What follows belongs to an exercise in optimizing a design on an open flow for small area, a short achievable clock period and few clock cycles; a production flow would make more cautious choices.
Where RTL was checked, it was by simulation tests only, not by an equivalence proof against the original.
The flow treats the clock pin as an ideal source, which a real chip does not have.
Power is estimated from default activity; no workload was simulated.

==> module fpp, before the edit <==
module fpp (
    input  wire         clk,
    input  wire         rst,           
    input  wire         in_valid,
    output wire         in_ready,
    input  wire [2:0]   in_kind,
    input  wire [7:0]   in_data,
    output wire [3:0]   status,
    output wire [6:0]   rxlen,
    output wire [191:0] sb             
);
    localparam [2:0] K_START = 3'd0;
    localparam [2:0] K_BYTE  = 3'd1;
    localparam [2:0] K_END   = 3'd2;
    localparam [2:0] K_ERROR = 3'd3;
    localparam [1:0] P_NF  = 2'd0;    
    localparam [1:0] P_INC = 2'd1;    
    localparam [1:0] P_CHK = 2'd2;    
    localparam [1:0] P_OK  = 2'd3;    
    reg [6:0]   rxlen_r;     
    reg [3:0]   status_r;
    reg [191:0] sb_r;
    reg [191:0] cand;        
    reg         clr;         
    reg         clr_ld;      
    reg         rdy;         
    reg         pbv;         
    reg [7:0]   pbd;         
    reg [1:0]   pst;
    reg         pok;         
    reg         prev42;      
    reg [4:0]   j;           
    reg [12:0]  acc;         
    reg         hi_ok;       
    assign in_ready = rdy;
    wire go      = in_valid & rdy;
    wire a_start = go & (in_kind == K_START);
    wire a_byte  = go & (in_kind == K_BYTE);
    wire a_end   = go & (in_kind == K_END);
    wire a_error = go & (in_kind == K_ERROR);
    wire a_parse = go & in_kind[2];
    wire infr  = (pst == P_INC);
    wire shift = clr | (pbv & infr & (j >= 5'd4) & (j < 5'd28));
    always @(posedge clk)
        if (shift)
            cand <= {cand[183:0], pbd & {8{~clr}}};
    wire load = clr_ld | (in_valid & in_kind[2] & pok);
    integer k;
    always @(posedge clk)
        if (load)
            for (k = 0; k < 12; k = k + 1)
                sb_r[16*k +: 16] <= cand[191 - 16*k -: 16];
    reg [1:0] pst_n;
    always @* begin
        pst_n = pst;
        if (pbv) begin
            if (pst == P_NF && prev42 && pbd == 8'h4D)
                pst_n = P_INC;
            if (pst == P_INC && j == 5'd31)
                pst_n = (hi_ok && acc[7:0] == pbd) ? P_OK : P_CHK;
        end
        if (a_start || a_error)
            pst_n = P_NF;
    end
    always @(posedge clk)
        if (pst == P_NF)
            acc <= 13'h008F;             
        else
            acc <= acc + {5'd0, pbd & {8{pbv & (j < 5'd30)}}};
    always @(posedge clk) begin
        pbd <= in_data;
        if (rst) begin
            clr      <= 1'b1;
            clr_ld   <= 1'b0;
            rdy      <= 1'b0;
            j        <= 5'd0;
            rxlen_r  <= 7'd0;
            status_r <= 4'd0;
            pbv      <= 1'b0;
            pst      <= P_NF;
            pok      <= 1'b0;
            prev42   <= 1'b0;
        end else if (clr) begin
            j      <= j + 5'd1;
            clr_ld <= (j == 5'd23);
            if (clr_ld) begin
                clr <= 1'b0;
                rdy <= 1'b1;
            end
        end else begin
            pbv <= a_byte & ~rxlen_r[6];
            pst <= pst_n;
            pok <= (pst_n == P_OK);
            if (pbv) begin
                prev42 <= (pbd == 8'h42);
                if (pst == P_NF) begin
                    j <= 5'd2;
                end else begin
                    j <= j + 5'd1;
                    if (j == 5'd30)
                        hi_ok <= ({3'd0, acc[12:8]} == pbd);
                end
            end
            if (a_start) begin
                rxlen_r <= 7'd0;
                prev42  <= 1'b0;
            end
            if (a_byte && !rxlen_r[6])
                rxlen_r <= rxlen_r + 7'd1;
            if (a_end)
                status_r <= 4'd0;
            if (a_error) begin
                rxlen_r  <= 7'd0;
                status_r <= 4'd8;
            end
            if (a_parse)
                case (pst)
                    P_NF:    status_r <= 4'd4;
                    P_INC:   status_r <= 4'd5;
                    P_CHK:   status_r <= 4'd3;
                    default: status_r <= 4'd0;
                endcase
        end
    end
    assign status = status_r;
    assign rxlen  = rxlen_r;
    assign sb     = sb_r;
endmodule
clock: 6.0 ns
lec_check: 0
cap_margin: 20
core_margin: 2
core_utilization: 65
setup_slack_margin: 3.75
slew_margin: 20
standard.sh (not shown) runs the stock make flow with config.mk's settings and CLKGATE_MAP_FILE= SYNTH_SCRIPT=/design/flow/synth_recipe.tcl, a recipe that flattens the netlist after the stock synthesis.
==> flow/flow/run.sh <==
#!/bin/bash
# The standard layout (standard.sh) with three changes:
#  - the port buffers are buf_1 cells instead of the slow delay cells that
#    buffer_ports picks by default;
#  - the clock tree uses larger sink clusters of clkbuf_16 (fewer buffers);
#  - after CTS, the clock port drives the tree's second level directly and
#    the root buffer is removed (clk_root.tcl), one buffer fewer on every
#    register's clock path.
# Each step writes its full output to a log file of its own here.
set -euo pipefail
export BUFFER_PORTS_ARGS="-buffer_cell sky130_fd_sc_hd__buf_1"
export CTS_ARGS="-sink_clustering_enable -repair_clock_nets -buf_list sky130_fd_sc_hd__clkbuf_16 -sink_clustering_size 25 -sink_clustering_max_diameter 100 -sink_buffer_max_cap_derate 1.0"
bash standard.sh cts > make_to_cts.log 2>&1
R=orfs/results/${FLOW_PLATFORM}/fpp/base
ODB_IN=$R/4_1_cts.odb ODB_OUT=$R/4_1_cts.odb openroad -no_init -exit flow/clk_root.tcl > clk_root.log 2>&1
cp $R/4_1_cts.odb $R/4_cts.odb
bash standard.sh finish > make_finish.log 2>&1
==> flow/flow/clk_root.tcl <==
read_db $::env(ODB_IN)
set block [ord::get_db_block]
set clknet [[$block findBTerm clk] getNet]
set roots {}
foreach it [$clknet getITerms] { lappend roots $it }
if {[llength $roots] != 1} { puts "clock port drives [llength $roots] pins; nothing done"; write_db $::env(ODB_OUT); exit }
set root [[lindex $roots 0] getInst]
set rootnet ""
foreach it [$root getITerms] { if {[$it isOutputSignal]} { set rootnet [$it getNet] } }
set loads {}
set ok 1
foreach it [$rootnet getITerms] {
  if {![$it isInputSignal]} continue
  lappend loads $it
  if {![string match "sky130_fd_sc_hd__clkbuf*" [[[$it getInst] getMaster] getName]]} { set ok 0 }
}
if {!$ok || [llength $loads] > 4 || [llength $loads] == 0} { puts "root drives [llength $loads] pins (all buffers: $ok); nothing done"; write_db $::env(ODB_OUT); exit }
foreach it $loads { $it disconnect; $it connect $clknet }
puts "removed root [$root getName]: [llength $loads] buffers now driven by the clock port"
odb::dbInst_destroy $root
odb::dbNet_destroy $rootnet
write_db $::env(ODB_OUT)
Change:
--- a/flow/design.v
+++ b/flow/design.v
@@ -63,9 +63,4 @@
             pst_n = P_NF;
     end
-    always @(posedge clk)
-        if (pst == P_NF)
-            acc <= 13'h008F;             
-        else
-            acc <= acc + {5'd0, pbd & {8{pbv & (j < 5'd30)}}};
     always @(posedge clk) begin
         pbd <= in_data;
@@ -95,7 +90,10 @@
                 prev42 <= (pbd == 8'h42);
                 if (pst == P_NF) begin
-                    j <= 5'd2;
+                    j   <= 5'd2;
+                    acc <= 13'h008F;     
                 end else begin
                     j <= j + 5'd1;
+                    if (j < 5'd30)
+                        acc <= acc + {5'd0, pbd};
                     if (j == 5'd30)
                         hi_ok <= ({3'd0, acc[12:8]} == pbd);
Setup slack gains 0.11 ns.
Power fell by 0.47%.
Hold slack loses 0.0046 ns.
Global-route usage fell by 1.6 points.
Area after synthesis rose by 0.48%.
Critical path depth fell by 3.
Design area fell by 0.71%.
Sequential share of layout area rose by 1.3 points.
Fmax rose by 4.8%.
Sequential power hardly moves.
Testbench counts after the change, summed over its fixed seeds: cycles 15,751.
Only the layout flow was run in the first run of this note; the RTL was not checked for function there.

port drivers added, routing unchanged:
The flow's constraints put no driver on any port. The routed layouts listed below were extracted and timed again, unchanged, in two steps.
Step 1: set_driving_cell puts a clkbuf_16 on clk and a buf_2 on each other input, an assumption about the parent block.
Step 2 times the ports against the registers' clock, not the clock port: input delays grow and output delays shrink by t, the midpoint of the rising clock arrivals with the driver on.
Slacks: ideal ports / drivers / drivers and shift; pairs: ideal ports / drivers.
run | shift t [ns] | setup slack, ns | latest minus earliest clock arrival (ns) | worst register clock-pin slew, ns
the first run | 0.455 | 3.658 / 3.658 / 3.381 | 0.027 / 0.027 | 0.11 / 0.11
the second run | 0.448 | 3.765 / 3.775 / 3.334 | 0.024 / 0.024 | 0.10 / 0.10
After both steps setup and hold are still met in every run listed. For the second run, which loses most, drivers alone change the setup slack by +0.010 ns; drivers and shift together by -0.431 ns.
